This design comes from an exercise in tuning for small area on the open sky130 flow, not from production work.
RTL that was checked went through simulation tests only; none was proved equivalent to the original.
Only the layout flow was run in runs 2 to 4; the RTL was not checked for function there.
The flow treats the clock pin as an ideal source, which a real chip does not have.
No activity file was given, so power comes from the tool's default toggle rates.

**flow/run.sh**
```bash
#!/bin/bash
# synth_recipe.tcl (not shown) runs the flow's synth.tcl, then flattens the netlist and writes it again
# the make line also repeats each setting of config.mk as NAME=value (left out here)
make -C /OpenROAD-flow-scripts/flow DESIGN_CONFIG=/design/flow/config.mk WORK_HOME=/design/flow/orfs CLKGATE_MAP_FILE= SYNTH_SCRIPT=/design/flow/synth_recipe.tcl finish
```
**flow/config.mk**
```make
export PLATFORM = sky130hd
export DESIGN_NAME = mhz14a_decoder
export DESIGN_NICKNAME = mhz14a_decoder
export VERILOG_FILES = /design/flow/design.v
export SDC_FILE = /design/flow/constraint.sdc
export NUM_CORES = 4
export LEC_CHECK = 0
export CAP_MARGIN = 20
export CORE_MARGIN = 2
export CORE_UTILIZATION = 40
export SLEW_MARGIN = 20
```
**flow/constraint.sdc**
```tcl
create_clock -name core_clock -period 10.0 [get_ports {clk}]
set_input_delay 2.0000 -clock core_clock [delete_from_list [all_inputs] [get_ports {clk}]]
set_output_delay 2.0000 -clock core_clock [all_outputs]
set_load 0.01 [all_outputs]
```
**flow/design.v**
```verilog
module mhz14a_decoder (
    input  wire        clk,
    input  wire [13:0] in_word,
    output wire [1:0]  st,
    output wire [3:0]  cnt,
    output wire [7:0]  buf0,
    output wire [7:0]  buf1,
    output wire [7:0]  buf2,
    output wire [7:0]  buf3,
    output wire [7:0]  buf4,
    output wire [7:0]  buf5,
    output wire [7:0]  buf6,
    output wire [7:0]  buf7,
    output wire [7:0]  buf8,
    output wire        pol,
    output wire [1:0]  err,
    output wire [7:0]  csa,
    output wire        ok,
    output wire        warn,
    output wire [15:0] conc,
    output wire        done,
    output wire        failed,
    output wire [7:0]  frame_csum,
    output wire        frame_ok,
    output wire [15:0] frame_conc,
    output wire        log_warn,
    output wire        log_err,
    output wire [7:0]  log_val
);
    localparam [1:0] ST_IDLE   = 2'b00;
    localparam [1:0] ST_AWAIT  = 2'b01;
    localparam [1:0] ST_DONE   = 2'b10;
    localparam [1:0] ST_FAILED = 2'b11;
    localparam [1:0] ERR_NONE      = 2'b00;
    localparam [1:0] ERR_TRANSPORT = 2'b01;
    localparam [1:0] ERR_CSUM      = 2'b10;
    wire [7:0] w_d   = in_word[7:0];
    wire       w_v   = in_word[8];
    wire       w_e   = in_word[9];
    wire       w_s   = in_word[10];
    wire       w_b   = in_word[11];
    wire       w_i   = in_word[12];
    wire       w_r   = in_word[13];
    wire op_reset = w_r;
    wire op_begin = !w_r && w_b;
    wire op_xerr  = !w_r && !w_b && w_e;
    wire op_sent  = !w_r && !w_b && !w_e && w_s;
    wire op_byte  = !w_r && !w_b && !w_e && !w_s && w_v;
    reg [1:0]  st_q;
    reg [3:0]  cnt_q;
    reg [7:0]  buf_q [0:8];
    reg        pol_q;
    reg [1:0]  err_q;
    reg [7:0]  csa_q;
    reg        ok_q;
    reg        warn_q;
    reg [15:0] conc_q;
    wire [7:0] sum6 = buf_q[1] + buf_q[2] + buf_q[3] + buf_q[4] + buf_q[5] + buf_q[6];
    wire [7:0] checksum = 8'd0 - sum6;
    assign frame_csum = checksum;
    assign frame_ok   = (buf_q[8] == checksum);
    assign frame_conc = {buf_q[2], buf_q[3]};
    wire accept   = op_byte && (st_q == ST_AWAIT);
    wire complete = accept && (cnt_q == 4'd8);
    wire cmp_ok   = (w_d == checksum);
    assign log_warn = complete && !cmp_ok && pol_q;
    assign log_err  = complete && !cmp_ok && !pol_q;
    assign log_val  = (log_warn || log_err) ? checksum : 8'h00;
    integer i;
    always @(posedge clk) begin
        if (op_reset || op_begin) begin
            st_q   <= ST_IDLE;
            cnt_q  <= 4'd0;
            for (i = 0; i < 9; i = i + 1)
                buf_q[i] <= 8'h00;
            pol_q  <= op_begin ? w_i : 1'b0;
            err_q  <= ERR_NONE;
            csa_q  <= 8'h00;
            ok_q   <= 1'b0;
            warn_q <= 1'b0;
            conc_q <= 16'h0000;
        end else if (op_xerr) begin
            if (st_q == ST_IDLE || st_q == ST_AWAIT) begin
                st_q  <= ST_FAILED;
                err_q <= ERR_TRANSPORT;
            end
        end else if (op_sent) begin
            if (st_q == ST_IDLE)
                st_q <= ST_AWAIT;
        end else if (accept) begin
            buf_q[cnt_q] <= w_d;
            cnt_q        <= cnt_q + 4'd1;
            if (complete) begin
                csa_q <= checksum;
                ok_q  <= cmp_ok;
                if (cmp_ok || pol_q) begin
                    st_q   <= ST_DONE;
                    err_q  <= ERR_NONE;
                    warn_q <= !cmp_ok;
                    conc_q <= {buf_q[2], buf_q[3]};
                end else begin
                    st_q   <= ST_FAILED;
                    err_q  <= ERR_CSUM;
                    warn_q <= 1'b0;
                end
            end
        end
    end
    assign st     = st_q;
    assign cnt    = cnt_q;
    assign buf0   = buf_q[0];
    assign buf1   = buf_q[1];
    assign buf2   = buf_q[2];
    assign buf3   = buf_q[3];
    assign buf4   = buf_q[4];
    assign buf5   = buf_q[5];
    assign buf6   = buf_q[6];
    assign buf7   = buf_q[7];
    assign buf8   = buf_q[8];
    assign pol    = pol_q;
    assign err    = err_q;
    assign csa    = csa_q;
    assign ok     = ok_q;
    assign warn   = warn_q;
    assign conc   = conc_q;
    assign done   = (st_q == ST_DONE);
    assign failed = (st_q == ST_FAILED);
endmodule
```
==> results_dict.tcl, run 1 <==
set metrics [dict create \
    outcome "complete, no violations" \
    internal-power_uw 991.3 \
    cts_made_buffers 9 \
    vias_per_cell 4.847 \
    setup_viol 0 \
    netlist_area_um2 5816 \
    drc 0 \
    p_switching_uw 515.7 \
    io_buffers 158 \
    slew_violations 0 \
    relSlewSlack_pct 50.88 \
    syn-num-nets 584 \
    ys_seq_elements 107 \
    diodes 0 \
    finalWirelength_um 14980 \
    dr.pass1.iters 4 \
    finalHoldViolations 0 \
    synth_top_area_share_pct 37.69 \
    start_util_pct 40.47 \
    cellLeakagePower_uw 0.003112 \
    critPathMaxFanout 8 \
    synth_compound_area_share_pct 5.787 \
    vias 4076 \
    critPathKind "reg2out" \
    path_clk_slew_ns 0.07 \
    grt_pass1_wl_um 23430 \
    skew_ns 0.01148 \
    synth_area_leaders "edfxtp_1 38%, dfxtp_1 12%, fa_1 9.0%, inv_1 4.9%, and2_1 4.4%" \
    swShare_pct 34.22 \
    worst_path_largest_cell_delay_ns 0.70 \
    postCtsSetupBuffers 0 \
    clock_sinks 107 \
    cts_htree_levels 3 \
    design.die.area_um2 15520 \
    min_path_type "reg2reg" \
    crit_path_end_kind "output pin" \
    cp.required_ns 8.00 \
    path_cells "inv_1, fa_1, fa_1, inv_1, fa_1, fa_1, inv_1, ha_1, inv_1, fa_1, xor2_1, nand4_1, nor4_4, nand2_1, nand2_1, nor2_1, clkdlybuf4s50_1" \
    postCtsResizedCells 0 \
    dp_slack_ns 2.820 \
    num-nets-final 710 \
    grt_start_max_net_pins 37 \
    r2r_setup_slack_ns 4.73 \
    die_h_um 124.6 \
    finalWorstSetupSlack_ns 2.426 \
    cts_buffer_depth 2 \
    synth_cells 526 \
    fmax_mhz 132.0 \
    synth_edf_count 73 \
    ios 159 \
    core_area_um2 14370 \
    first_global_vias 4181 \
    crit_path_top_delay_cell "fa_1" \
    pwr-share-seq_pct 33.0 \
    synth_async_sr_flop_share_pct 0 \
    synth_cell_type_count 42 \
    clkPwrFrac_pct 24.6 \
    synth.avg_cell_area_um2 11.06 \
    setup.worst_path.start_class "flip-flop" \
    yosys_warnings 1 \
    antenna_found_initial 0 \
    die_w_um 124.6 \
    overflow 0 \
    cp_data_arrival_time_ns 5.57 \
    root_buffer "clkbuf_16" \
    yosysSeqAreaShare_pct 49.40 \
    wire_per_inst_um 17.82 \
    path_buf_inv 5 \
    clock_latency_ns 0.35 \
    yosysTopAreaCell "edfxtp_1" \
    postCtsHoldBufs 0 \
    worst_pin_slew_ns 0.7368 \
    crit_family "adder cells" \
    ir_worst_vdd_mv 0.08545 \
    dp_hpwl_um 11100 \
    syn_to_final_growth_pct 32.64 \
    post-route-min-period_ns 7.574 \
    setup-tns-final_ns 0 \
    synthAdderAreaFrac_pct 12.61 \
    rsz0062_at_grt "false" \
    p_per_area_nw_per_um2 195.4 \
    synth_mux_area_share_pct 0.1721 \
    drive_above_1_share_pct 6.849 \
    synthFlopType "edfxtp_1" \
    grt_usage_pct 19.74 \
    drtIter0Drc 257 \
    place_congestion 0.8051 \
    row_count 44 \
    combPwrFrac_pct 42.4 \
    fin_crit_sh_pct 75.74 \
    synth_top_family_by_area "simple AND/OR/NAND/NOR gates" \
    crit_path_frequent_cell "fa_1" \
    cts_tree "yes" \
    ant_nets 0 \
    synthXorXnorAreaFrac_pct 5.960 \
    cap_violations 0 \
    synth-simple-area-share_pct 16.65 \
]
## worst reg2reg max path, cell delays in order (launching register included)
cell	delay, ns
edfxtp_1	0.36
inv_1	0.06
fa_1	0.49
fa_1	0.50
inv_1	0.06
fa_1	0.51
fa_1	0.49
inv_1	0.07
ha_1	0.16
inv_1	0.05
fa_1	0.70
xor2_1	0.19
nand4_1	0.17
nor4_4	0.41
a21o_1	0.66
nand3_1	0.15
a21oi_1	0.17
## cells in the final DEF (no fill, tap or decap), types with 17 or more instances in the layout
cell,instances
o21ai_0,19
nor2_1,18
inv_1,77
ha_1,17
xnor2_1,18
clkdlybuf4s50_1,158
dfxtp_1,34
edfxtp_1,73
fa_1,26
nand2_1,28
and3_1,41
and2_1,41
a21oi_1,19
## cell usage after synthesis, types with 2 or more instances
cell and number:
and2_1 41, nor2b_1 2, a211oi_1 2, buf_4 17
nand2b_1 6, edfxtp_1 73, nand4_1 3, nand3_2 9
dfxtp_1 34, xor2_1 10, a21o_1 2, fa_1 26
o21ai_0 19, a21oi_2 9, nand3_1 10, xnor3_1 2
clkbuf_1 22, nor2_1 18, inv_1 76, xnor2_1 18
nand2_1 28, and3_1 41, a21oi_1 19, buf_1 3
buf_2 3, ha_1 17
## layer usage
metal / vias to the layer above / GRT usage (%) / wire (um)
met1: 1984 / 25.26 / 6347
met5: - / 0 / 0
met4: 0 / 9.055 / 413
li1: 1949 / - / -
met2: 120 / 33.27 / 7589
met3: 23 / 2.749 / 633
## sequential cells by signal, summed over array words and instances (netlist names)
name	cells
conc_q	16
warn_q	1
pol_q	1
st_q	2
ok_q	1
err_q	2
buf_q	72
csa_q	8
cnt_q	4
## worst paths after layout
kind | from | endpoint | depth (start not counted)
worst min-delay path | csa_q[5] | csa_q[5] | 2
worst min register to register | csa_q[5] | csa_q[5] | 2
worst max-delay path | buf_q[4][2] | log_val[7] | 17
worst max register to register | buf_q[4][2] | conc_q[15] | 16
## power by group through the flow
| stage | clock, uW | sequential [uW] | combinational (uW) |
|---|---|---|---|
| after floorplan | 0 | 511 | 398 |
| after global placement | 0 | 508 | 641 |
| after detailed placement | 0 | 508 | 644 |
| after CTS | 377 | 499 | 649 |
| after global routing | 392 | 500 | 700 |
| final | 370 | 498 | 639 |
## metrics by stage
| stage | hold slack (ns) | power (uW) | area (um2) | util [%] | std cells |
|---|---|---|---|---|---|
| after floorplan | 0.4805 | 909.4 | 5816 | - | 526 |
| after global placement | 0.4437 | 1149 | 7395 | 51.46 | 825 |
| after detailed placement | 0.4526 | 1153 | 7395 | 51.46 | 825 |
| after CTS | 0.4623 | 1525 | 7714 | 53.68 | 841 |
| after global routing | 0.4875 | 1592 | 7714 | 53.68 | 841 |
| final | 0.4617 | 1507 | 7714 | 53.68 | 841 |
## logic make-up after synthesis
family	count (synthesis)
muxes	1
adders and majority gates	43
xor gates and xnor gates	33
DFF	107
and+or+nand+nor	165
AOI/OAI and AO/OA	54
buffers and inverters	123
## layout make-up
type,instances,area [um2]
Fill cell,1275,6655
Clock inverter,3,16.27
Clock buffer,13,302.8
Multi-Input combinational cell,296,2395
Tap cell,184,230.2
Sequential cell,107,2873
Timing Repair Buffer,162,1612
Inverter,76,285.3
==> run 2, diff against run 1 <==
==> flow/design.v (replaced) <==
module mhz14a_decoder (
    input  wire        clk,
    input  wire [13:0] in_word,
    output wire [1:0]  st,
    output wire [3:0]  cnt,
    output wire [7:0]  buf0,
    output wire [7:0]  buf1,
    output wire [7:0]  buf2,
    output wire [7:0]  buf3,
    output wire [7:0]  buf4,
    output wire [7:0]  buf5,
    output wire [7:0]  buf6,
    output wire [7:0]  buf7,
    output wire [7:0]  buf8,
    output wire        pol,
    output wire [1:0]  err,
    output wire [7:0]  csa,
    output wire        ok,
    output wire        warn,
    output wire [15:0] conc,
    output wire        done,
    output wire        failed,
    output wire [7:0]  frame_csum,
    output wire        frame_ok,
    output wire [15:0] frame_conc,
    output wire        log_warn,
    output wire        log_err,
    output wire [7:0]  log_val
);
    wire [7:0] w_d = in_word[7:0];
    wire       w_v = in_word[8];
    wire       w_e = in_word[9];
    wire       w_s = in_word[10];
    wire       w_b = in_word[11];
    wire       w_i = in_word[12];
    wire       w_r = in_word[13];
    wire clr     = w_r | w_b;
    wire op_xerr = !clr && w_e;
    wire op_sent = !clr && !w_e && w_s;
    wire op_byte = !clr && !w_e && !w_s && w_v;
    reg [1:0] st_q;
    reg [3:0] cnt_q;
    reg [7:0] b0, b1, b2, b3, b4, b5, b6, b7, b8;
    reg       pol_q;
    reg [7:0] nsum_q;
    wire idle  = !st_q[1] && !st_q[0];
    wire await = !st_q[1] &&  st_q[0];
    wire cnt9  = cnt_q[3] && cnt_q[0];
    wire accept = op_byte && await;
    wire [7:0] we;
    assign we[0] = accept && !cnt_q[3] && cnt_q[2:0] == 3'd0;
    assign we[1] = accept && !cnt_q[3] && cnt_q[2:0] == 3'd1;
    assign we[2] = accept && !cnt_q[3] && cnt_q[2:0] == 3'd2;
    assign we[3] = accept && !cnt_q[3] && cnt_q[2:0] == 3'd3;
    assign we[4] = accept && !cnt_q[3] && cnt_q[2:0] == 3'd4;
    assign we[5] = accept && !cnt_q[3] && cnt_q[2:0] == 3'd5;
    assign we[6] = accept && !cnt_q[3] && cnt_q[2:0] == 3'd6;
    assign we[7] = accept && !cnt_q[3] && cnt_q[2:0] == 3'd7;
    wire complete = accept && cnt_q[3];
    wire [7:0] checksum = nsum_q;
    wire cmp_ok = (w_d == checksum);
    assign frame_csum = checksum;
    assign frame_ok   = (b8 == checksum);
    assign frame_conc = {b2, b3};
    assign log_warn = complete && !cmp_ok &&  pol_q;
    assign log_err  = complete && !cmp_ok && !pol_q;
    assign log_val  = {8{complete && !cmp_ok}} & checksum;
    wire sum_en = we[1] | we[2] | we[3] | we[4] | we[5] | we[6];
    wire [7:0] nsum_nx = nsum_q - ({8{sum_en}} & w_d);
    always @(posedge clk) begin
        b0 <= ({8{!clr}} & b0) | ({8{we[0]}} & w_d);
        b1 <= ({8{!clr}} & b1) | ({8{we[1]}} & w_d);
        b2 <= ({8{!clr}} & b2) | ({8{we[2]}} & w_d);
        b3 <= ({8{!clr}} & b3) | ({8{we[3]}} & w_d);
        b4 <= ({8{!clr}} & b4) | ({8{we[4]}} & w_d);
        b5 <= ({8{!clr}} & b5) | ({8{we[5]}} & w_d);
        b6 <= ({8{!clr}} & b6) | ({8{we[6]}} & w_d);
        b7 <= ({8{!clr}} & b7) | ({8{we[7]}} & w_d);
        b8 <= ({8{!clr}} & b8) | ({8{complete}} & w_d);
        nsum_q <= {8{!clr}} & nsum_nx;
        pol_q  <= clr ? (!w_r && w_i) : pol_q;
        if (clr)
            cnt_q <= 4'd0;
        else if (accept)
            cnt_q <= cnt_q + 4'd1;
        if (clr)
            st_q <= 2'b00;
        else if (op_xerr) begin
            if (!st_q[1])
                st_q <= 2'b11;
        end else if (op_sent) begin
            if (idle)
                st_q <= 2'b01;
        end else if (complete)
            st_q <= {1'b1, !(cmp_ok || pol_q)};
    end
    wire is_done   =  st_q[1] && !st_q[0];
    wire is_failed =  st_q[1] &&  st_q[0];
    assign st     = st_q;
    assign cnt    = cnt_q;
    assign buf0   = b0;
    assign buf1   = b1;
    assign buf2   = b2;
    assign buf3   = b3;
    assign buf4   = b4;
    assign buf5   = b5;
    assign buf6   = b6;
    assign buf7   = b7;
    assign buf8   = b8;
    assign pol    = pol_q;
    assign err    = {is_failed && cnt9, is_failed && !cnt9};
    assign csa    = {8{cnt9}} & checksum;
    assign ok     = cnt9 && frame_ok;
    assign warn   = is_done && !frame_ok;
    assign conc   = {16{is_done}} & {b2, b3};
    assign done   = is_done;
    assign failed = is_failed;
endmodule
--- a/flow/config.mk
+++ b/flow/config.mk
@@ -5,6 +5,7 @@
 export SDC_FILE = /design/flow/constraint.sdc
 export NUM_CORES = 4
 export LEC_CHECK = 0
+export ABC_AREA = 1
 export CAP_MARGIN = 20
 export CORE_MARGIN = 2
 export CORE_UTILIZATION = 40
==> run 2 against run 1 <==
Global-route usage is 2.8 points higher. Maximum frequency is 11% higher. Synthesized cell count is 7.6% lower. Largest cell class unchanged. Largest power group is now registers. Highest routed layer unchanged.
==> results_dict.tcl, run 2 <==
set metrics [dict create \
    outcome "complete, no violations" \
    synth_cell_type_count 36 \
    vias_per_cell 4.917 \
    ys_seq_elements 87 \
    synth_async_sr_flop_share_pct 0 \
    drtIter0Drc 172 \
    p_switching_uw 154.5 \
    ios 159 \
    cap_violations 0 \
    finalWorstSetupSlack_ns 3.203 \
    fin_crit_sh_pct 67.97 \
    die_h_um 101 \
    skew_ns 0.01089 \
    relSlewSlack_pct 45.46 \
    swShare_pct 25.49 \
    vias 3658 \
    ir_worst_vdd_mv 0.08225 \
    cts_buffer_depth 2 \
    rsz0062_at_grt "false" \
    p_total_uw 606.2 \
    netlist_area_um2 3764 \
    final_cell_mix "158 x clkdlybuf4s50_1, 97 x nand2_1, 86 x dfxtp_1" \
    pwr-share-seq_pct 57.5 \
    num-nets-final 658 \
    setup-tns-final_ns 0 \
    cts_htree_levels 3 \
    wire_per_inst_um 15.51 \
    slew_violations 0 \
    synth_top_area_share_pct 45.74 \
    overflow 0 \
    synth_cells 486 \
    combPwrFrac_pct 4.7 \
    synth_area_leaders "dfxtp_1 46%, nand2_1 9.7%, inv_1 5.8%, nor2_1 5.8%, o21ai_1 5.2%" \
    fin_hold_ws_ns 0.4616 \
    postCtsResizedCells 0 \
    dp_slack_ns 3.198 \
    min_path_type "reg2reg" \
    cts_made_buffers 9 \
    cp.required_ns 8.00 \
    antenna_found_initial 0 \
    final_common_cell "clkdlybuf4s50_1" \
    post-route-min-period_ns 6.797 \
    row_count 35 \
    start_util_pct 40.93 \
    critPathKind "in2out" \
    synthFlopType "dfxtp_1" \
    critPathMaxFanout 65 \
    worst_pin_slew_ns 0.8131 \
    core_area_um2 9196 \
    first_global_vias 3356 \
    r2r_setup_slack_ns 6.80 \
    dp_hpwl_um 8436 \
    die_w_um 101 \
    syn-num-nets 516 \
    ant_nets 0 \
    internal-power_uw 451.7 \
    syn_to_final_growth_pct 46.41 \
    synth.avg_cell_area_um2 7.744 \
    synth.most_common_cell "nand2_1" \
    yosysTopAreaCell "dfxtp_1" \
    p_per_area_nw_per_um2 110.0 \
    crit_path_end_kind "output pin" \
    clkPwrFrac_pct 37.9 \
    finalWirelength_um 11540 \
    root_buffer "clkbuf_8" \
    grt_pass1_wl_um 17660 \
    yosysSeqAreaShare_pct 46.54 \
    setup_viol 0 \
    place_congestion 0.8749 \
    design.die.area_um2 10200 \
    yosys_warnings 1 \
    clock_sinks 87 \
    path_clk_slew_ns 0.08 \
    finalHoldViolations 0 \
    grt_usage_pct 22.55 \
    cts_tree "yes" \
    dr.pass1.iters 4 \
    io_buffers 158 \
    postCtsHoldBufs 0 \
    yosys-top-cells-count "97 x nand2_1, 86 x dfxtp_1, 58 x inv_1, 58 x nor2_1, 39 x o21ai_1" \
    clock_latency_ns 0.36 \
    grt_start_max_net_pins 66 \
    synth_edf_count 1 \
    setup.worst_path.start_class "input pin" \
    drc 0 \
    drive_above_1_share_pct 4.897 \
    postCtsSetupBuffers 0 \
    fmax_mhz 147.1 \
    cellLeakagePower_uw 0.002051 \
    cp_data_arrival_time_ns 4.80 \
    diodes 0 \
]
-- run 2: cell types whose count changed after synthesis, sizes merged, moves of 15 or more --
cell    previous run  this run
xnor2             19         3
dfxtp             34        86
edfxtp            73         1
and3              41         1
inv               76        61
a21oi             29        14
o21ai             19        61
o22ai              0        20
nand2             28       101
and2              41         0
fa                26         1
nor2              18        61
-- run 2: kinds of logic after synthesis --
| family | synth area share, % |
|---|---|
| compound gates | 14.69 |
| xor+xnor | 2.095 |
| fa+ha+maj | 5.186 |
| buf+inv | 10.94 |
| flops | 46.54 |
| simple gates | 20.55 |
-- run 2: final timing paths --
check,startpoint,endpoint,cells past startpoint
hold reg to reg,b7[6],b7[6],2
setup / recovery,in_word[13],log_warn,10
setup reg to reg,cnt_q[1],nsum_q[6],20
hold / removal,b7[6],b7[6],2
-- run 2: cell type report --
class | count | area, um2
Timing Repair Buffer | 159 | 1589
Sequential cell | 87 | 1752
Fill cell | 854 | 3686
Multi-Input combinational cell | 306 | 1605
Clock buffer | 10 | 127.6
Tap cell | 111 | 138.9
Inverter | 65 | 244.0
Clock inverter | 6 | 53.80
-- run 2: stage by stage --
stage | area, um2 | util (%) | instances
after floorplan | 3764 | - | 486
after global placement | 5329 | 57.95 | 728
after detailed placement | 5329 | 57.95 | 728
after CTS | 5510 | 59.92 | 744
after global routing | 5510 | 59.92 | 744
final | 5510 | 59.92 | 744
-- run 2: worst max-delay path: stages --
cell and delay, ns:
clkdlybuf4s50_1 0.46, nor2_4 0.09, buf_4 0.50, nand2_1 0.26, nor2_8 0.22, nand2_2 0.16
inv_1 0.11, nand2_1 0.23, nor2_1 0.18, clkdlybuf4s50_1 0.56
-- run 2: metal layers --
| layer | global-route usage, % | part of all wire, % | up-vias |
|---|---|---|---|
| met3 | 3.259 | 4.8 | 10 |
| met1 | 29.18 | 45 | 1686 |
| met5 | 0 | 0 | - |
| met2 | 38.15 | 49 | 120 |
| met4 | 8.420 | 1.1 | 0 |
| li1 | - | - | 1842 |
-- run 2: power groups by stage --
stage	clock (uW)	sequential, uW	combinational (uW)
global placement	0	356	28.3
global route	246	348	30.8
CTS	234	348	28.6
detailed placement	0	356	28.5
finish	229	348	28.5
floorplan	0	356	13.3
==> run 3, diff against run 2 <==
--- a/flow/config.mk
+++ b/flow/config.mk
@@ -5,7 +5,6 @@
 export SDC_FILE = /design/flow/constraint.sdc
 export NUM_CORES = 4
 export LEC_CHECK = 0
-export ABC_AREA = 1
 export CAP_MARGIN = 20
 export CORE_MARGIN = 2
 export CORE_UTILIZATION = 40
==> run 3 against run 2 <==
Synthesized cell count down 25%. Utilization is 0.055 points higher. Critical path depth shrank 3. Count of clock-buffer cells in the layout is the same. Flip-flop and latch count unchanged. Worst hold slack better by 0.021 ns. Die area rose by 2.2%. Sequential power about the same. Combinational power rose by 3%. Register-to-register slack worse by 0.07 ns. Final area is 1.0% higher.
==> results_dict.tcl, run 3 <==
set metrics [dict create \
    diodes 0 \
    yosysTopAreaCell "dfxtp_1" \
    cp.required_ns 8.00 \
    syn-num-nets 393 \
    outcome "complete, no violations" \
    cts_htree_levels 3 \
    fin_hold_ws_ns 0.4827 \
    ant_nets 0 \
    internal-power_uw 451.4 \
    p_per_area_nw_per_um2 108.2 \
    syn_to_final_growth_pct 44.62 \
    min_path_type "reg2reg" \
    setup-tns-final_ns 0 \
    ios 159 \
    cellLeakagePower_uw 0.002042 \
    drc 0 \
    synth_edf_count 1 \
    critPathMaxFanout 11 \
    synth_area_leaders "dfxtp_1 45%, a22o_1 16%, ha_1 4.5%, xnor2_1 4.5%, and2_1 4.4%" \
    p_total_uw 602.4 \
    vias 3244 \
    wire_per_inst_um 17.68 \
    die_h_um 102.1 \
    overflow 0 \
    synthFlopType "dfxtp_1" \
    cts_tree "yes" \
    ys_seq_elements 87 \
    p_switching_uw 151.0 \
    yosys_warnings 1 \
    swShare_pct 25.07 \
    critPathKind "in2out" \
    drive_above_1_share_pct 6.225 \
    final_cell_mix "158 x clkdlybuf4s50_1, 86 x dfxtp_1, 72 x a22o_1" \
    clock_sinks 87 \
    path_clk_slew_ns 0.09 \
    grt_start_max_net_pins 81 \
    antenna_found_initial 0 \
    placed_area_um2 5388 \
    ir_worst_vdd_mv 0.06274 \
    row_count 35 \
    root_buffer "clkbuf_8" \
    die_w_um 102.1 \
    grt_pass1_wl_um 16880 \
    first_global_vias 3001 \
    postCtsSetupBuffers 0 \
    yosysSeqAreaShare_pct 45.50 \
    cp_data_arrival_time_ns 4.50 \
    rsz0062_at_grt "false" \
    clock_latency_ns 0.35 \
    pwr-share-seq_pct 58.0 \
    fin_crit_sh_pct 65.02 \
    clkPwrFrac_pct 37.1 \
    min_path_cells 1 \
    fmax_mhz 153.8 \
    skew_ns 0.01509 \
    core_area_um2 9284 \
    synth_cell_type_count 45 \
    finalHoldViolations 0 \
    yosys-top-cells-count "86 x dfxtp_1, 72 x a22o_1, 27 x and2_1, 20 x clkbuf_1, 20 x xnor2_1" \
    cts_buffer_depth 2 \
    start_util_pct 41.47 \
    setup_viol 0 \
    dp_hpwl_um 7870 \
    crit_path_end_kind "output pin" \
    drtIter0Drc 128 \
    combPwrFrac_pct 4.9 \
    netlist_area_um2 3850 \
    final_area_um2 5568 \
    post-route-min-period_ns 6.502 \
    reg2regPathDepth 13 \
    finalWirelength_um 11080 \
    postCtsResizedCells 0 \
    final_common_cell "clkdlybuf4s50_1" \
    postCtsHoldBufs 0 \
    num-nets-final 523 \
    io_buffers 158 \
    dr.pass1.iters 4 \
    design.die.area_um2 10430 \
    slew_violations 0 \
    synth.avg_cell_area_um2 10.61 \
    cts_made_buffers 9 \
    setup.worst_path.start_class "input pin" \
    synth_top_area_share_pct 44.72 \
    synth_async_sr_flop_share_pct 0 \
    worst_pin_slew_ns 0.8950 \
    synth.most_common_cell "dfxtp_1" \
    synth_cells 363 \
    cap_violations 0 \
    place_congestion 0.7651 \
    relSlewSlack_pct 40.21 \
    grt_usage_pct 21.25 \
    vias_per_cell 5.174 \
]
[run 3: cell types whose count changed after synthesis, moves of 17 or more]
cell / delta
nand2_1: -88
a22o_1: +72
inv_1: -47
nor2_1: -44
o21ai_1: -39
and2_1: +27
o21ai_0: -19
o22ai_1: -19
xnor2_1: +17
[run 3: cell type report]
class	count	area, um2
clock inverter	6	52.55
multi-input combinational	223	1833
inverter	12	45.04
tap	129	161.4
clock buffer	10	127.6
timing repair buffer	160	1597
fill	803	3716
sequential	87	1752
[run 3: per-stage QoR]
step                util (%)  setup WS (ns)  instances
floorplan                  -          4.811        363
global route           59.97          3.345        627
detailed placement     58.03          3.496        611
global placement       58.03          3.569        611
finish                 59.97          3.498        627
CTS                    59.97          3.495        627
[run 3: power by group through the flow]
stage	clock network (uW)	logic, uW	registers [uW]
finish	224	29.3	350
global placement	0	29.0	358
floorplan	0	13.6	357
detailed placement	0	29.3	358
global route	246	31.2	350
CTS	231	29.5	350
[run 3: cell families after synthesis]
| kind of cell | Yosys count | synth area share, % |
|---|---|---|
| simple gates | 94 | 17.19 |
| compound gates | 93 | 20.38 |
| flops | 87 | 45.50 |
| buf+inv | 53 | 7.085 |
| xor+xnor | 21 | 4.777 |
| fa+ha+maj | 15 | 5.070 |
[run 3: routing by layer]
metal	vias up	routed length, um	part of all wire (%)	GRT usage (%)
met5	-	0	0	0
met4	0	139	1.3	6.256
met3	12	531	4.8	3.352
met2	104	5261	47	34.67
met1	1567	5151	46	29.20
li1	1561	-	-	-
[run 3: path summary, 6_finish.rpt]
kind / from / endpoint / slack, ns
setup / recovery: in_word[13] / log_val[5] / 3.50
hold reg to reg: b0[2] / b0[2] / 0.48
setup reg to reg: cnt_q[0] / nsum_q[6] / 6.73
hold / removal: b0[2] / b0[2] / 0.48
[run 3: worst max-delay path, stage by stage]
cell	delay [ns]
clkdlybuf4s50_1	0.51
nor4_4	0.44
and3_1	0.37
and2_4	0.27
and2b_2	0.23
and2_1	0.14
clkdlybuf4s50_1	0.54
==> run 4, diff against run 3 <==
==> flow/flow/run.sh (new file) <==
#!/bin/bash
# Standard ORFS layout, except that the port buffers are the smallest
# buffer cell (buf_1) rather than the one buffer_ports picks by default.
set -euo pipefail
bash standard.sh "BUFFER_PORTS_ARGS=-buffer_cell sky130_fd_sc_hd__buf_1" finish > flow_make.log 2>&1
==> flow/standard.sh (new file) <==
#!/bin/bash
# synth_recipe.tcl (not shown) runs the flow's synth.tcl, then flattens the netlist and writes it again
# the make line also repeats each setting of config.mk as NAME=value (left out here)
make -C /OpenROAD-flow-scripts/flow DESIGN_CONFIG=/design/flow/config.mk WORK_HOME=/design/flow/orfs CLKGATE_MAP_FILE= SYNTH_SCRIPT=/design/flow/synth_recipe.tcl "${@:-finish}"
--- a/flow/config.mk
+++ b/flow/config.mk
@@ -5,6 +5,7 @@
 export SDC_FILE = /design/flow/constraint.sdc
 export NUM_CORES = 4
 export LEC_CHECK = 0
+export ABC_AREA = 1
 export CAP_MARGIN = 20
 export CORE_MARGIN = 2
 export CORE_UTILIZATION = 40
removed: flow/run.sh
==> run 4 against run 3 <==
Still clean. Synthesized cell count increased by 34%. Count of clock-buffer cells in the layout did not move. Flip-flop and latch count unchanged. First-iteration DRC count grew 5.5%. Non-clock buffer count decreased by 1. Clock power about the same. Highest routed layer unchanged.
==> results_dict.tcl, run 4 <==
set metrics [dict create \
    slew_violations 0 \
    grt_pass1_wl_um 16360 \
    wl_met3_um 556 \
    synth.most_common_cell "nand2_1" \
    synth_top_area_share_pct 45.74 \
    num-nets-final 658 \
    final_area_um2 4526 \
    die_w_um 101 \
    cts_tree "yes" \
    postCtsResizedCells 0 \
    final_common_cell "buf_1" \
    yosys-top-cells-count "97 x nand2_1, 86 x dfxtp_1, 58 x inv_1, 58 x nor2_1, 39 x o21ai_1" \
    postCtsSetupBuffers 0 \
    finalHoldViolations 0 \
    outcome "complete, no violations" \
    synthFlopType "dfxtp_1" \
    yosys_warnings 1 \
    rsz0062_at_grt "false" \
    start_util_pct 40.93 \
    netlist_area_um2 3764 \
    first_global_vias 3224 \
    grt_usage_pct 20.96 \
    die_h_um 101 \
    cts_htree_levels 3 \
    synth_cells 486 \
    synth_async_sr_flop_share_pct 0 \
    worst_path_largest_cell_delay_ns 0.50 \
    synth_edf_count 1 \
    setup_viol 0 \
    wl_met2_um 5218 \
    core_area_um2 9196 \
    critPathKind "in2out" \
    cts_made_buffers 9 \
    crit_path_top_delay_cell "buf_4" \
    overflow 0 \
    design.die.area_um2 10200 \
    synth_area_leaders "dfxtp_1 46%, nand2_1 9.7%, inv_1 5.8%, nor2_1 5.8%, o21ai_1 5.2%" \
    cts_buffer_depth 2 \
    final_cell_mix "158 x buf_1, 97 x nand2_1, 86 x dfxtp_1" \
    dp_hpwl_um 7803 \
    nFillCells 954 \
    cap_violations 0 \
    synth_cell_type_count 36 \
    path_buf_inv 4 \
    wl_met1_um 4747 \
    vias 3640 \
    io_buffers 158 \
    drtIter0Drc 135 \
    syn_to_final_growth_pct 20.25 \
    path_clk_slew_ns 0.09 \
    dr.pass1.iters 5 \
    fmax_mhz 166.5 \
    routed.top_layer "met4" \
    clock_latency_ns 0.36 \
    row_count 35 \
    cp_data_arrival_time_ns 4.01 \
    skew_ns 0.01840 \
    postCtsHoldBufs 0 \
    yosysSeqAreaShare_pct 46.54 \
    cp.required_ns 8.00 \
    grt_start_max_net_pins 66 \
    min_path_type "reg2reg" \
    ys_seq_elements 87 \
    synth.avg_cell_area_um2 7.744 \
    path_cells "buf_1, nor2_4, buf_4, nand2_1, nor2_8, nand2_2, inv_1, nand2_1, nor2_1, buf_1" \
    setup.worst_path.start_class "input pin" \
    crit_family "simple AND/OR/NAND/NOR gates" \
    place_congestion 0.8495 \
    critPathMaxFanout 65 \
    worst_pin_slew_ns 0.7647 \
    fin_crit_sh_pct 60.07 \
    root_buffer "clkbuf_8" \
    crit_path_end_kind "output pin" \
    setup-tns-final_ns 0 \
    ios 159 \
    ant_nets 0 \
    ir_worst_vdd_mv 0.06911 \
    vias_per_cell 4.892 \
    finalWirelength_um 10680 \
    relSlewSlack_pct 48.70 \
    drive_above_1_share_pct 4.897 \
    antenna_found_initial 0 \
    p_per_area_nw_per_um2 132.3 \
    r2r_setup_slack_ns 6.84 \
    drc 0 \
    syn-num-nets 516 \
    yosysTopAreaCell "dfxtp_1" \
    diodes 0 \
    clock_sinks 87 \
    post-route-util_pct 49.21 \
    post-route-min-period_ns 6.007 \
    placed_area_um2 4340 \
    wire_per_inst_um 14.36 \
    cellLeakagePower_uw 0.001689 \
]
-- run 4: changes by cell type after synthesis, sizes merged, moves of 11 or more --
| cell | change |
|---|---|
| nand2 | +92 |
| a22o | -72 |
| o21ai | +58 |
| inv | +49 |
| nor2 | +47 |
| and2 | -28 |
| o22ai | +19 |
| xnor2 | -17 |
| and3 | -12 |
| clkbuf | -12 |
| a21oi | +11 |
-- run 4: path summary, 6_finish.rpt --
path / start / endpoint / cells past startpoint
hold / removal: b1[4] / b1[4] / 2
setup / recovery: in_word[11] / log_val[4] / 10
hold reg to reg: b1[4] / b1[4] / 2
setup reg to reg: cnt_q[0] / nsum_q[6] / 19
-- run 4: final cells by class --
cell class	count	area [um2]	area share, %
Sequential cell	87	1752	38.71
Multi-Input combinational cell	306	1605	35.47
Timing Repair Buffer	159	600.6	13.27
Inverter	65	244.0	5.391
Tap cell	111	138.9	3.069
Clock buffer	10	127.6	2.820
Clock inverter	6	57.56	1.272
-- run 4: report_power, final --
| group | leakage, uW | internal (uW) | switching, uW |
|---|---|---|---|
| clock network | 0.0000858 | 94.1 | 133 |
| registers | 0.000703 | 347 | 0.674 |
| logic | 0.000900 | 4.79 | 18.5 |
| total | 0.00169 | 446 | 152 |
-- run 4: per-stage QoR --
stage	std cells	hold slack, ns	worst slack (ns)	power [uW]
2_1_floorplan	486	0.4823	5.050	369.7
3_3_place_gp	728	0.4410	4.037	379.9
5_1_grt	744	0.4827	3.765	621.9
4_1_cts	744	0.4672	3.986	604.3
3_5_place_dp	728	0.4510	3.996	379.8
6_report	744	0.4610	3.993	598.8
-- run 4: logic make-up (layout without fill, tap and decap cells) --
kind of cell | Yosys count | after routing | synth area share, %
adder cells (fa/ha/maj) | 15 | 15 | 5.186
XOR/XNOR | 9 | 9 | 2.095
buffers and inverters | 93 | 240 | 10.94
flip-flops | 87 | 87 | 46.54
AND/OR/NAND/NOR | 180 | 180 | 20.55
AO/OA/AOI/OAI | 102 | 102 | 14.69
-- run 4: worst register-to-register path, delay by kind of cell, from the launching register on --
kind                     cells  cell delay [ns]
AO/OA/AOI/OAI                3             0.61
XOR/XNOR                     1             0.15
adder cells (fa/ha/maj)      3             0.92
buffers and inverters        4             0.21
flip-flops                   1             0.47
AND/OR/NAND/NOR              8             0.66
-- run 4: per-layer routing --
metal | track usage (%) | vias to the layer above
met5 | 0 | -
met4 | 7.277 | 0
met3 | 3.675 | 13
met2 | 36.87 | 125
met1 | 25.76 | 1665
li1 | - | 1837
==> run 5, diff against run 4 <==
--- a/flow/design.v
+++ b/flow/design.v
@@ -43,6 +43,7 @@
     reg [7:0] b0, b1, b2, b3, b4, b5, b6, b7, b8;
     reg       pol_q;
     reg [7:0] nsum_q;
+    reg       ok_q;
     wire idle  = !st_q[1] && !st_q[0];
     wire await = !st_q[1] &&  st_q[0];
     wire cnt9  = cnt_q[3] && cnt_q[0];
@@ -60,7 +61,7 @@
     wire [7:0] checksum = nsum_q;
     wire cmp_ok = (w_d == checksum);
     assign frame_csum = checksum;
-    assign frame_ok   = (b8 == checksum);
+    assign frame_ok   = cnt9 ? ok_q : (checksum == 8'd0);
     assign frame_conc = {b2, b3};
     assign log_warn = complete && !cmp_ok &&  pol_q;
     assign log_err  = complete && !cmp_ok && !pol_q;
@@ -79,6 +80,7 @@
         b8 <= ({8{!clr}} & b8) | ({8{complete}} & w_d);
         nsum_q <= {8{!clr}} & nsum_nx;
         pol_q  <= clr ? (!w_r && w_i) : pol_q;
+        ok_q   <= cnt9 ? ok_q : cmp_ok;
         if (clr)
             cnt_q <= 4'd0;
         else if (accept)
@@ -110,8 +112,8 @@
     assign pol    = pol_q;
     assign err    = {is_failed && cnt9, is_failed && !cnt9};
     assign csa    = {8{cnt9}} & checksum;
-    assign ok     = cnt9 && frame_ok;
-    assign warn   = is_done && !frame_ok;
+    assign ok     = cnt9 && ok_q;
+    assign warn   = is_done && !ok_q;
     assign conc   = {16{is_done}} & {b2, b3};
     assign done   = is_done;
     assign failed = is_failed;
==> run 5 against run 4 <==
Still clean. Final cell count decreased by 1.9%. First-iteration DRC count is 32% higher. Global-route usage fell by 0.13 points. Count of clock-buffer cells in the layout unchanged. Utilization decreased by 0.31 points. Clock skew down 0.0080 ns. Maximum frequency rose by 0.64%. Critical path depth shrank 2. Sequential power rose by 1%. Via count shrank 2.1%. Sequential share of layout area rose by 1.3 points. Critical endpoint is now log_val[3].
==> results_dict.tcl, run 5 <==
set metrics [dict create \
    final_common_cell "buf_1" \
    synth_edf_count 2 \
    placed_area_um2 4260 \
    synth.most_common_cell "nand2_1" \
    ys_seq_elements 88 \
    skew_ns 0.01044 \
    cts_made_buffers 9 \
    cap_violations 0 \
    finalWirelength_um 10390 \
    yosys-top-cells-count "96 x nand2_1, 86 x dfxtp_1, 58 x nor2_1, 54 x inv_1, 37 x o21ai_1" \
    synth_area_leaders "dfxtp_1 47%, nand2_1 9.8%, nor2_1 5.9%, inv_1 5.5%, o21ai_1 5.0%" \
    synth_async_sr_flop_share_pct 0 \
    path_cells "buf_1, nor2_4, buf_4, nand2_1, nor2_4, nand3_1, nor2_1, buf_1" \
    syn-num-nets 503 \
    start_util_pct 40.48 \
    min_path_type "reg2reg" \
    crit_path_end_kind "output pin" \
    dp_cells 714 \
    row_count 35 \
    cts_htree_levels 3 \
    dp_hpwl_um 7481 \
    pwr-share-seq_pct 57.7 \
    path_clk_slew_ns 0.10 \
    ios 159 \
    synth_cells 473 \
    critPathKind "in2out" \
    combPwrFrac_pct 3.8 \
    setup_viol 0 \
    p_per_area_nw_per_um2 137.2 \
    grt_start_max_net_pins 69 \
    critPathMaxFanout 68 \
    cp_data_arrival_time_ns 3.97 \
    r2r_setup_slack_ns 6.94 \
    die_w_um 100.0 \
    syn_to_final_growth_pct 20.80 \
    slew_violations 0 \
    synth_cell_type_count 33 \
    overflow 0 \
    setup.worst_path.start_class "input pin" \
    post-route-min-period_ns 5.969 \
    outcome "complete, no violations" \
    vias 3565 \
    grt_usage_pct 20.84 \
    worst_pin_slew_ns 0.7679 \
    ir_worst_vdd_mv 0.05864 \
    first_global_vias 3241 \
    clock_sinks 88 \
    swShare_pct 25.29 \
    drive_above_1_share_pct 4.200 \
    worst_path_largest_cell_delay_ns 0.53 \
    p_switching_uw 154.5 \
    yosysSeqAreaShare_pct 48.32 \
    dr.pass1.iters 4 \
    cts_tree "yes" \
    clock_latency_ns 0.36 \
    antenna_found_initial 0 \
    root_buffer "clkbuf_8" \
    core_area_um2 9109 \
    die_h_um 100.0 \
    design.die.area_um2 10000 \
    cp.required_ns 8.00 \
    cellLeakagePower_uw 0.001601 \
    num-nets-final 644 \
    drtIter0Drc 178 \
    crit_path_top_delay_cell "buf_4" \
    finalHoldViolations 0 \
    yosysTopAreaCell "dfxtp_1" \
    vias_per_cell 4.884 \
    fmax_mhz 167.5 \
    final_area_um2 4454 \
    met2_usage_pct 33.78 \
    post-route-util_pct 48.90 \
    io_buffers 158 \
    internal-power_uw 456.5 \
    grt_pass1_wl_um 16420 \
    met3_usage_pct 3.830 \
    place_congestion 0.8412 \
    cts_buffer_depth 2 \
    p_total_uw 611.1 \
    netlist_area_um2 3687 \
    postCtsHoldBufs 0 \
    drc 0 \
    relSlewSlack_pct 48.75 \
    wire_per_inst_um 14.24 \
    top_usage_layer "met2" \
    fin_crit_sh_pct 59.69 \
    finish.cell_count_without_fillers 730 \
    diodes 0 \
    yosys_warnings 1 \
    postCtsSetupBuffers 0 \
    grt_use_met1_pct 28.12 \
    setup-tns-final_ns 0 \
    clkPwrFrac_pct 38.5 \
    synthFlopType "dfxtp_1" \
    rsz0062_at_grt "false" \
    final_cell_mix "158 x buf_1, 96 x nand2_1, 86 x dfxtp_1" \
    synth.avg_cell_area_um2 7.796 \
    ant_nets 0 \
    postCtsResizedCells 0 \
    synth_top_area_share_pct 46.69 \
]
## run 5: changes by cell type in the layout (fill, tap and decap cells not counted), sizes merged, moves of 2 or more
cell   previous run  this run
inv              62        55
nand2           101        96
nand4             3         1
nor3              4         2
nor4              1         3
o21ai            61        65
o22ai            20        16
xnor2             3         0
xor2              6         4
## run 5: cell type report
cell class	instances	area (um2)
sequential	88	1782
fill	956	4654
inverter	60	225.2
clock inverter	6	56.30
clock buffer	10	137.6
multi-input combinational	296	1514
timing repair buffer	159	600.6
tap	111	138.9
## run 5: per-stage QoR
step / setup WS [ns] / hold WS (ns)
global route: 3.732 / 0.4836
detailed placement: 4.022 / 0.4470
global placement: 4.093 / 0.4445
CTS: 4.017 / 0.4682
finish: 4.031 / 0.4660
floorplan: 5.088 / 0.4828
## run 5: cells by family after synthesis
logic type                 Yosys count  synth area share, %
AOI/OAI and AO/OA                  105                15.44
adders and majority gates           15                5.294
xor gates and xnor gates             4               0.9500
DFF                                 88                48.32
buffers and inverters               89                10.76
and+or+nand+nor                    172                19.24
## run 5: final timing paths
check | startpoint | endpoint | cells past startpoint
max reg2reg | cnt_q[0] | nsum_q[6] | 20
max | in_word[11] | log_val[3] | 8
min reg2reg | b5[7] | b5[7] | 2
min | b5[7] | b5[7] | 2
## run 5: worst max-delay path, delay by kind of cell
family | cells | cell delay [ns]
buffers and inverters | 3 | 0.81
and+or+nand+nor | 5 | 1.15
## run 5: layer usage
layer	vias up	share of wire, %
met5	-	0
met4	0	1.1
met3	11	6.4
met2	123	46
met1	1634	46
li1	1797	-
## run 5: power groups by stage
stage | clock, uW | combinational (uW) | sequential (uW)
after floorplan | 0 | 12.8 | 361
after global placement | 0 | 22.9 | 361
after detailed placement | 0 | 23.2 | 361
after CTS | 242 | 23.3 | 353
after global routing | 256 | 25.6 | 353
final | 235 | 22.9 | 353
==> run 6, diff against run 5 <==
==> flow/flow/run.sh (replaced) <==
#!/bin/bash
# Standard ORFS layout with two changes:
#  - synthesis is synth_recipe.tcl unchanged except that Yosys's abc call uses
#    flow/abc_area.script (a stronger area-recovery script, no buffering/upsizing)
#    and full adders are not extracted before abc (ADDER_MAP_FILE empty), so abc
#    sees the whole combinational logic. Registers are untouched (abc runs
#    without -dff, after dfflibmap), so their names and cells are the standard ones.
#  - the port buffers are the smallest buffer cell (buf_1).
set -euo pipefail
here=$(pwd)
{
  cat <<'TCL'
proc abc {args} {
  set i [lsearch $args -script]
  if {$i >= 0} { lset args [expr {$i + 1}] $::env(FLOW_ABC_SCRIPT) }
  set j [lsearch $args -D]
  if {$j >= 0} { set args [lreplace $args $j [expr {$j + 1}]] }
  puts "flow abc: $args"
  yosys abc {*}$args
}
TCL
  cat synth_recipe.tcl
} > flow_synth.tcl
export FLOW_ABC_SCRIPT=$here/flow/abc_area.script
bash standard.sh SYNTH_SCRIPT=$here/flow_synth.tcl ADDER_MAP_FILE= \
  "BUFFER_PORTS_ARGS=-buffer_cell sky130_fd_sc_hd__buf_1" \
  "CTS_ARGS=-sink_clustering_enable -repair_clock_nets -dont_use_dummy_load -buf_list sky130_fd_sc_hd__clkbuf_16 -root_buf sky130_fd_sc_hd__clkbuf_16 -sink_clustering_size 100 -sink_clustering_max_diameter 500" finish > flow_make.log 2>&1
==> flow/flow/abc_area.script (new file) <==
strash
ifraig
dc2
dch -f
map -a
mfs2
strash
dc2
dch -f
map -a
mfs2
strash
dch -f
map -a
topo
--- a/flow/config.mk
+++ b/flow/config.mk
@@ -8,5 +8,5 @@
 export ABC_AREA = 1
 export CAP_MARGIN = 20
 export CORE_MARGIN = 2
-export CORE_UTILIZATION = 40
+export CORE_UTILIZATION = 60
 export SLEW_MARGIN = 20
==> run 6 against run 5 <==
Final cell count fell by 10%. Register-to-register slack worse by 0.93 ns. Non-clock buffer count stayed put. Die area shrank 38%. Wire length shrank 14%. Critical path type unchanged. Critical endpoint is now log_val[0]. Largest power group unchanged.
==> results_dict.tcl, run 6 <==
set metrics [dict create \
    fin_crit_sh_pct 63.93 \
    crit_path_end_kind "output pin" \
    start_util_pct 61.38 \
    ios 159 \
    ant_nets 0 \
    outcome "complete, no violations" \
    postCtsResizedCells 0 \
    drc 0 \
    cts_tree "yes" \
    row_count 27 \
    finalWirelength_um 8923 \
    diodes 0 \
    clock_sinks 88 \
    core_area_um2 5439 \
    overflow 0 \
    setup.worst_path.start_class "input pin" \
    synth_area_leaders "dfxtp_1 52%, o21ai_0 10%, nand2_1 8.4%, nor2_1 7.4%, clkinv_1 6.4%" \
    drtIter0Drc 199 \
    yosys-top-cells-count "86 x dfxtp_1, 75 x nand2_1, 70 x o21ai_0, 66 x nor2_1, 57 x clkinv_1" \
    postCtsSetupBuffers 0 \
    antenna_found_initial 0 \
    r2r_setup_slack_ns 6.01 \
    placed_area_um2 3916 \
    yosys_warnings 1 \
    yosysTopAreaCell "dfxtp_1" \
    finish.cell_count_without_fillers 656 \
    synthFlopType "dfxtp_1" \
    cts_buffer_depth 2 \
    critPathMaxFanout 68 \
    grt_pass1_wl_um 13810 \
    min_path_type "reg2reg" \
    final_cell_mix "158 x buf_1, 86 x dfxtp_1, 75 x nand2_1" \
    setup-tns-final_ns 0 \
    place_congestion 0.8872 \
    syn_to_final_growth_pct 24.06 \
    cts_made_buffers 9 \
    dp_hpwl_um 6161 \
    ys_seq_elements 88 \
    p_per_area_nw_per_um2 156.8 \
    postCtsHoldBufs 0 \
    root_buffer "clkbuf_16" \
    vias_per_cell 5.213 \
    post-route-min-period_ns 6.393 \
    synth_cells 432 \
    cellLeakagePower_uw 0.001396 \
    synth.most_common_cell "dfxtp_1" \
    cap_violations 0 \
    die_h_um 78.59 \
    path_clk_slew_ns 0.05 \
    synth_top_area_share_pct 51.57 \
    critPathKind "in2out" \
    dr.pass1.iters 5 \
    final_area_um2 4141 \
    cts_htree_levels 3 \
    ir_worst_vdd_mv 0.1139 \
    skew_ns 0.01868 \
    slew_violations 0 \
    first_global_vias 2849 \
    synth.avg_cell_area_um2 7.727 \
    wire_per_inst_um 13.60 \
    num-nets-final 601 \
    relSlewSlack_pct 56.50 \
    worst_pin_slew_ns 0.6525 \
    final_common_cell "buf_1" \
    cp.required_ns 8.00 \
    design.die.area_um2 6176 \
    fmax_mhz 156.4 \
    synth_edf_count 2 \
    vias 3420 \
    yosysSeqAreaShare_pct 53.37 \
    synth_async_sr_flop_share_pct 0 \
    io_buffers 158 \
    cp_data_arrival_time_ns 4.39 \
    dp_cells 647 \
    synth_cell_type_count 19 \
    setup_viol 0 \
    die_w_um 78.59 \
    netlist_area_um2 3338 \
    grt_usage_pct 28.63 \
    syn-num-nets 447 \
    clock_latency_ns 0.33 \
    rsz0062_at_grt "false" \
    drive_above_1_share_pct 2.226 \
    grt_start_max_net_pins 69 \
    finalHoldViolations 0 \
]
[run 6: cell count changes in the layout (fill, tap and decap cells not counted), moves of 14 or more]
cell      previous run  this run
o21ai_1             37         0
ha_1                14         0
inv_1               54         0
nand2_1             96        75
o21ai_0             28        70
clkinv_1             5        57
[run 6: logic make-up after synthesis]
group | count (synthesis) | share of synthesized area [%]
simple gates | 161 | 19.04
flops | 88 | 53.37
buf+inv | 73 | 10.01
xor+xnor | 1 | 0.2624
compound gates | 109 | 17.32
[run 6: metrics by stage]
stage                     util [%]  total power [uW]  worst slack [ns]  hold WS, ns
final                        76.14             649.4             3.607       0.4524
after CTS                    76.14             651.0             3.598       0.4593
after global placement       72.00             384.6             3.672       0.4391
after global routing         76.14             669.2             3.317       0.4822
after detailed placement     72.00             384.7             3.615       0.4446
after floorplan                  -             373.8             2.625       0.4958
[run 6: cell type report]
type	instances	area, um2
sequential	88	1782
tap	72	90.09
inverter	57	214.0
fill	443	1297
clock buffer	9	225.2
timing repair buffer	159	600.6
multi-input combinational	271	1230
[run 6: critical path: stages]
cell,delay (ns)
buf_1,0.11
nor2_4,0.10
buf_4,0.52
nand3_1,0.15
nor4_1,0.40
nand2_1,0.32
or2_2,0.47
nor2_1,0.13
buf_1,0.17
[run 6: worst paths after layout]
path | start | to | cells after the start
setup / recovery | in_word[13] | log_val[0] | 9
setup reg to reg | st_q[0] | nsum_q[7] | 28
hold reg to reg | b4[1] | b4[1] | 2
hold / removal | b4[1] | b4[1] | 2
[run 6: power by group]
part           switching (uW)  total, uW  internal (uW)
combinational            18.5       23.3           4.90
sequential               1.17        354            353
clock                     114        272            158
[run 6: routing by layer]
metal	up-vias	wire, um	GRT usage, %
li1	1713	-	-
met1	1551	3931	37.77
met2	144	4287	47.69
met3	12	597	4.138
met4	0	107	10.70
met5	-	0	0
==> run 7, diff against run 6 <==
--- a/flow/flow/run.sh
+++ b/flow/flow/run.sh
@@ -23,5 +23,4 @@
 } > flow_synth.tcl
 export FLOW_ABC_SCRIPT=$here/flow/abc_area.script
 bash standard.sh SYNTH_SCRIPT=$here/flow_synth.tcl ADDER_MAP_FILE= \
-  "BUFFER_PORTS_ARGS=-buffer_cell sky130_fd_sc_hd__buf_1" \
-  "CTS_ARGS=-sink_clustering_enable -repair_clock_nets -dont_use_dummy_load -buf_list sky130_fd_sc_hd__clkbuf_16 -root_buf sky130_fd_sc_hd__clkbuf_16 -sink_clustering_size 100 -sink_clustering_max_diameter 500" finish > flow_make.log 2>&1
+  "BUFFER_PORTS_ARGS=-buffer_cell sky130_fd_sc_hd__buf_1" finish > flow_make.log 2>&1
==> run 7 against run 6 <==
Still clean on timing, DRC and antenna. Critical path depth did not move. First-iteration DRC count fell by 3.0%. Sequential power barely moved. Register-to-register slack improved by 0.02 ns. Synthesized area did not move. Critical endpoint unchanged. Highest routed layer unchanged.
==> results_dict.tcl, run 7 <==
set metrics [dict create \
    crit_path_end_kind "output pin" \
    setup-tns-final_ns 0 \
    postCtsSetupBuffers 0 \
    ir_worst_vdd_mv 0.1134 \
    syn_to_final_growth_pct 22.71 \
    cts_buffer_depth 2 \
    cp.required_ns 8.00 \
    cp_data_arrival_time_ns 4.39 \
    final_common_cell "buf_1" \
    root_buffer "clkbuf_8" \
    grt_pass1_wl_um 13710 \
    fmax_mhz 156.5 \
    vias_per_cell 5.143 \
    grt_start_max_net_pins 69 \
    place_congestion 0.8872 \
    row_count 27 \
    wire_per_inst_um 13.16 \
    outcome "complete, no violations" \
    finalHoldViolations 0 \
    cts_tree "yes" \
    yosys_warnings 1 \
    setup_viol 0 \
    combPwrFrac_pct 3.8 \
    pwr-share-seq_pct 58.9 \
    synth_area_leaders "dfxtp_1 52%, o21ai_0 10%, nand2_1 8.4%, nor2_1 7.4%, clkinv_1 6.4%" \
    postCtsResizedCells 0 \
    syn-num-nets 447 \
    synth_cell_type_count 19 \
    yosysTopAreaCell "dfxtp_1" \
    finalWirelength_um 8726 \
    antenna_found_initial 0 \
    synth_edf_count 2 \
    p_per_area_nw_per_um2 146.4 \
    drtIter0Drc 193 \
    rsz0062_at_grt "false" \
    postCtsHoldBufs 0 \
    final_cell_mix "158 x buf_1, 86 x dfxtp_1, 75 x nand2_1" \
    ios 159 \
    path_clk_slew_ns 0.08 \
    io_buffers 158 \
    cts_htree_levels 3 \
    vias 3410 \
    overflow 0 \
    dp_hpwl_um 6161 \
    internal-power_uw 450.9 \
    clock_latency_ns 0.36 \
    swShare_pct 24.83 \
    start_util_pct 61.38 \
    die_h_um 78.59 \
    cap_violations 0 \
    drc 0 \
    skew_ns 0.01353 \
    diodes 0 \
    dr.pass1.iters 4 \
    core_area_um2 5439 \
    synth.avg_cell_area_um2 7.727 \
    clkPwrFrac_pct 37.2 \
    first_global_vias 2825 \
    critPathMaxFanout 68 \
    cts_made_buffers 9 \
    register_area_um2 1782 \
    ys_seq_elements 88 \
    drive_above_1_share_pct 3.215 \
    synth_cells 432 \
    grt_usage_pct 28.49 \
    slew_violations 0 \
    min_path_type "reg2reg" \
    yosysSeqAreaShare_pct 53.37 \
    synth.most_common_cell "dfxtp_1" \
    critPathKind "in2out" \
    multiInputGateArea_um2 1230 \
    relSlewSlack_pct 57.22 \
    worst_pin_slew_ns 0.6418 \
    num-nets-final 601 \
    fin_crit_sh_pct 63.89 \
    netlist_area_um2 3338 \
    setup.worst_path.start_class "input pin" \
    synth_async_sr_flop_share_pct 0 \
    synth_top_area_share_pct 51.57 \
    clock_sinks 88 \
    p_total_uw 599.9 \
    post-route-util_pct 75.32 \
    p_switching_uw 149.0 \
    synthFlopType "dfxtp_1" \
    cellLeakagePower_uw 0.001370 \
    design.die.area_um2 6176 \
    die_w_um 78.59 \
    post-route-min-period_ns 6.389 \
    yosys-top-cells-count "86 x dfxtp_1, 75 x nand2_1, 70 x o21ai_0, 66 x nor2_1, 57 x clkinv_1" \
    ant_nets 0 \
    nFillCells 461 \
]
[run 7: cell counts after synthesis]
No cell type changed its count.
[run 7: final timing paths]
kind / startpoint / to / slack [ns] / cells past startpoint
worst min-delay path: b4[1] / b4[1] / 0.46 / 2
worst max-delay path: in_word[13] / log_val[0] / 3.61 / 9
worst max register to register: st_q[0] / nsum_q[7] / 6.03 / 28
worst min register to register: b4[1] / b4[1] / 0.46 / 2
[run 7: final cells by class]
class | instances | share of cell area (%)
flip-flops and latches | 88 | 43.49
multi-input cells | 271 | 30.02
repair buffers | 159 | 14.66
inverters | 57 | 5.223
clock buffers | 10 | 3.115
well taps | 72 | 2.199
clock inverters | 6 | 1.283
[run 7: power by group through the flow]
stage | sequential (uW) | combinational (uW) | clock (uW)
after CTS | 353 | 23.2 | 224
final | 353 | 23.1 | 223
after global routing | 354 | 25.6 | 241
after detailed placement | 362 | 23.1 | 0
after global placement | 362 | 22.9 | 0
after floorplan | 362 | 11.9 | 0
[run 7: per-stage QoR]
stage	cell area, um2	hold slack, ns	std cells	setup WS, ns
2_1_floorplan	3338	0.4958	432	2.625
3_3_place_gp	3916	0.4391	647	3.672
3_5_place_dp	3916	0.4446	647	3.615
4_1_cts	4096	0.4663	663	3.599
5_1_grt	4096	0.4889	663	3.323
6_report	4096	0.4570	663	3.611
[run 7: cell families after synthesis]
| kind of cell | count (synthesis) | share of synthesized area [%] |
|---|---|---|
| buffers and inverters | 73 | 10.01 |
| AND/OR/NAND/NOR | 161 | 19.04 |
| flip-flops | 88 | 53.37 |
| AO/OA/AOI/OAI | 109 | 17.32 |
| XOR/XNOR | 1 | 0.2624 |
[run 7: critical path: stages]
cell	delay (ns)
buf_1	0.11
nor2_4	0.10
buf_4	0.52
nand3_1	0.15
nor4_1	0.40
nand2_1	0.32
or2_2	0.47
nor2_1	0.13
buf_1	0.17
[run 7: metal layers]
layer,part of all wire (%),global-route usage [%],vias to the layer above
met4,1.1,7.719,0
met5,0,0,-
met3,8.0,6.437,10
met2,47,46.84,139
met1,43,37.87,1542
li1,-,-,1719
==> run 8, diff against run 7 <==
--- a/flow/flow/run.sh
+++ b/flow/flow/run.sh
@@ -6,6 +6,7 @@
 #    sees the whole combinational logic. Registers are untouched (abc runs
 #    without -dff, after dfflibmap), so their names and cells are the standard ones.
 #  - the port buffers are the smallest buffer cell (buf_1).
+#  - the clock tree is one clkbuf_16 (flow/cts_hook.tcl).
 set -euo pipefail
 here=$(pwd)
 {
@@ -23,4 +24,5 @@
 } > flow_synth.tcl
 export FLOW_ABC_SCRIPT=$here/flow/abc_area.script
 bash standard.sh SYNTH_SCRIPT=$here/flow_synth.tcl ADDER_MAP_FILE= \
-  "BUFFER_PORTS_ARGS=-buffer_cell sky130_fd_sc_hd__buf_1" finish > flow_make.log 2>&1
+  "BUFFER_PORTS_ARGS=-buffer_cell sky130_fd_sc_hd__buf_1" \
+  PRE_CTS_TCL=$here/flow/cts_hook.tcl finish > flow_make.log 2>&1
==> flow/flow/cts_hook.tcl (new file) <==
# PRE_CTS hook: the clock gets a single clock buffer (clkbuf_16) placed at the
# centroid of the registers, which drives every register's clock pin; this
# replaces TritonCTS's H-tree (8 leaf buffers plus a root and dummy loads) for
# this small design. cts.tcl then legalises it and continues as usual.
rename clock_tree_synthesis orfs_clock_tree_synthesis_unused
proc clock_tree_synthesis {args} {
  set block [ord::get_db_block]
  set net [$block findNet clk]
  set sx 0
  set sy 0
  set n 0
  foreach it [$net getITerms] {
    set bb [[$it getInst] getBBox]
    set sx [expr {$sx + [$bb xCenter]}]
    set sy [expr {$sy + [$bb yCenter]}]
    incr n
  }
  set dbu [$block getDbUnitsPerMicron]
  set x [expr {double($sx) / $n / $dbu}]
  set y [expr {double($sy) / $n / $dbu}]
  puts "single clock buffer for $n sinks at ($x, $y)"
  insert_buffer -buffer_cell sky130_fd_sc_hd__clkbuf_16 -net clk \
    -location [list $x $y] -buffer_name clkbuf_root -net_name clk_root
  [$block findNet clk_root] setSigType CLOCK
}
==> run 8 against run 7 <==
The run now fails in clock tree synthesis (4_1_cts). Synthesized area is the same. Synthesized cell count is the same.
==> results_dict.tcl, run 8 <==
set metrics [dict create \
    synth.avg_cell_area_um2 7.727 \
    dp_hpwl_um 6161 \
    synth_edf_count 2 \
    place_congestion 0.8872 \
    io_buffers 158 \
    lastStage "clock tree synthesis (4_1_cts)" \
    row_count 27 \
    synthFlopType "dfxtp_1" \
    start_util_pct 61.38 \
    ys_seq_elements 88 \
    outcome "did not finish" \
    synth_cells 432 \
    ios 159 \
    syn-num-nets 447 \
    tool.error "Error: cts.tcl, 36 Invalid method. Must be one of: configure cget -acquire -disown -delete xMin yMin xMax yMax isVia getTechVia getBlockVia getViaXY getViaBoxes getVia..." \
    placed_area_um2 3916 \
    die_h_um 78.59 \
    yosysSeqAreaShare_pct 53.37 \
    synth_top_area_share_pct 51.57 \
    die_w_um 78.59 \
    yosysTopAreaCell "dfxtp_1" \
    synth.most_common_cell "dfxtp_1" \
    yosys-top-cells-count "86 x dfxtp_1, 75 x nand2_1, 70 x o21ai_0, 66 x nor2_1, 57 x clkinv_1" \
    synth_cell_type_count 19 \
    dp_cells 647 \
    yosys_warnings 1 \
    synth_async_sr_flop_share_pct 0 \
    synth_area_leaders "dfxtp_1 52%, o21ai_0 10%, nand2_1 8.4%, nor2_1 7.4%, clkinv_1 6.4%" \
    netlist_area_um2 3338 \
]
## run 8: worst max path at each step
stage	startpoint	slack [ns]	end	depth (start not counted)
floorplan	in_word[11]	2.63	log_err	6
global placement	in_word[13]	3.67	log_val[4]	9
detailed placement	in_word[13]	3.62	log_val[0]	9
## run 8: power by group through the flow
stage | registers [uW] | logic (uW) | clock network [uW]
after detailed placement | 362 | 23.1 | 0
after global placement | 362 | 22.9 | 0
after floorplan | 362 | 11.9 | 0
## run 8: cell families after synthesis
kind of cell | Yosys count | synth area share (%)
compound gates | 109 | 17.32
xor+xnor | 1 | 0.2624
buf+inv | 73 | 10.01
flops | 88 | 53.37
simple gates | 161 | 19.04
## run 8: stage by stage
stage               total power, uW  hold slack [ns]  setup WS, ns
detailed placement            384.7           0.4446         3.615
floorplan                     373.8           0.4958         2.625
global placement              384.6           0.4391         3.672

[port drivers added, routing unchanged]
Ports are ideal in the flow. The routed layouts listed here were re-timed in OpenROAD.
Step 1, drivers: a clkbuf_16 drives clk and a buf_2 each remaining input, both assumed.
Step 2 times the ports against the registers' clock, not the clock port: input delays grow and output delays shrink by t, the midpoint of the rising clock arrivals with the driver on.
Slacks: ideal / step 1 / step 2; pairs: ideal / step 1.
run | t, ns | setup WS [ns] | hold WS [ns]
run 1 | 0.391 | 2.426 / 2.381 / 2.772 | 0.462 / 0.462 / 0.462
run 2 | 0.391 | 3.203 / 3.179 / 3.179 | 0.462 / 0.462 / 0.462
run 3 | 0.379 | 3.498 / 3.473 / 3.473 | 0.483 / 0.483 / 0.483
run 4 | 0.387 | 3.993 / 3.971 / 3.971 | 0.461 / 0.461 / 0.461
run 5 | 0.382 | 4.031 / 4.011 / 4.011 | 0.466 / 0.466 / 0.466
run 6 | 0.353 | 3.607 / 3.581 / 3.581 | 0.452 / 0.452 / 0.452
run 7 | 0.376 | 3.611 / 3.584 / 3.584 | 0.457 / 0.457 / 0.457
After both steps every run listed still meets setup and hold. For run 7, which loses most, drivers alone change the setup slack by -0.027 ns; drivers and shift together by -0.027 ns.
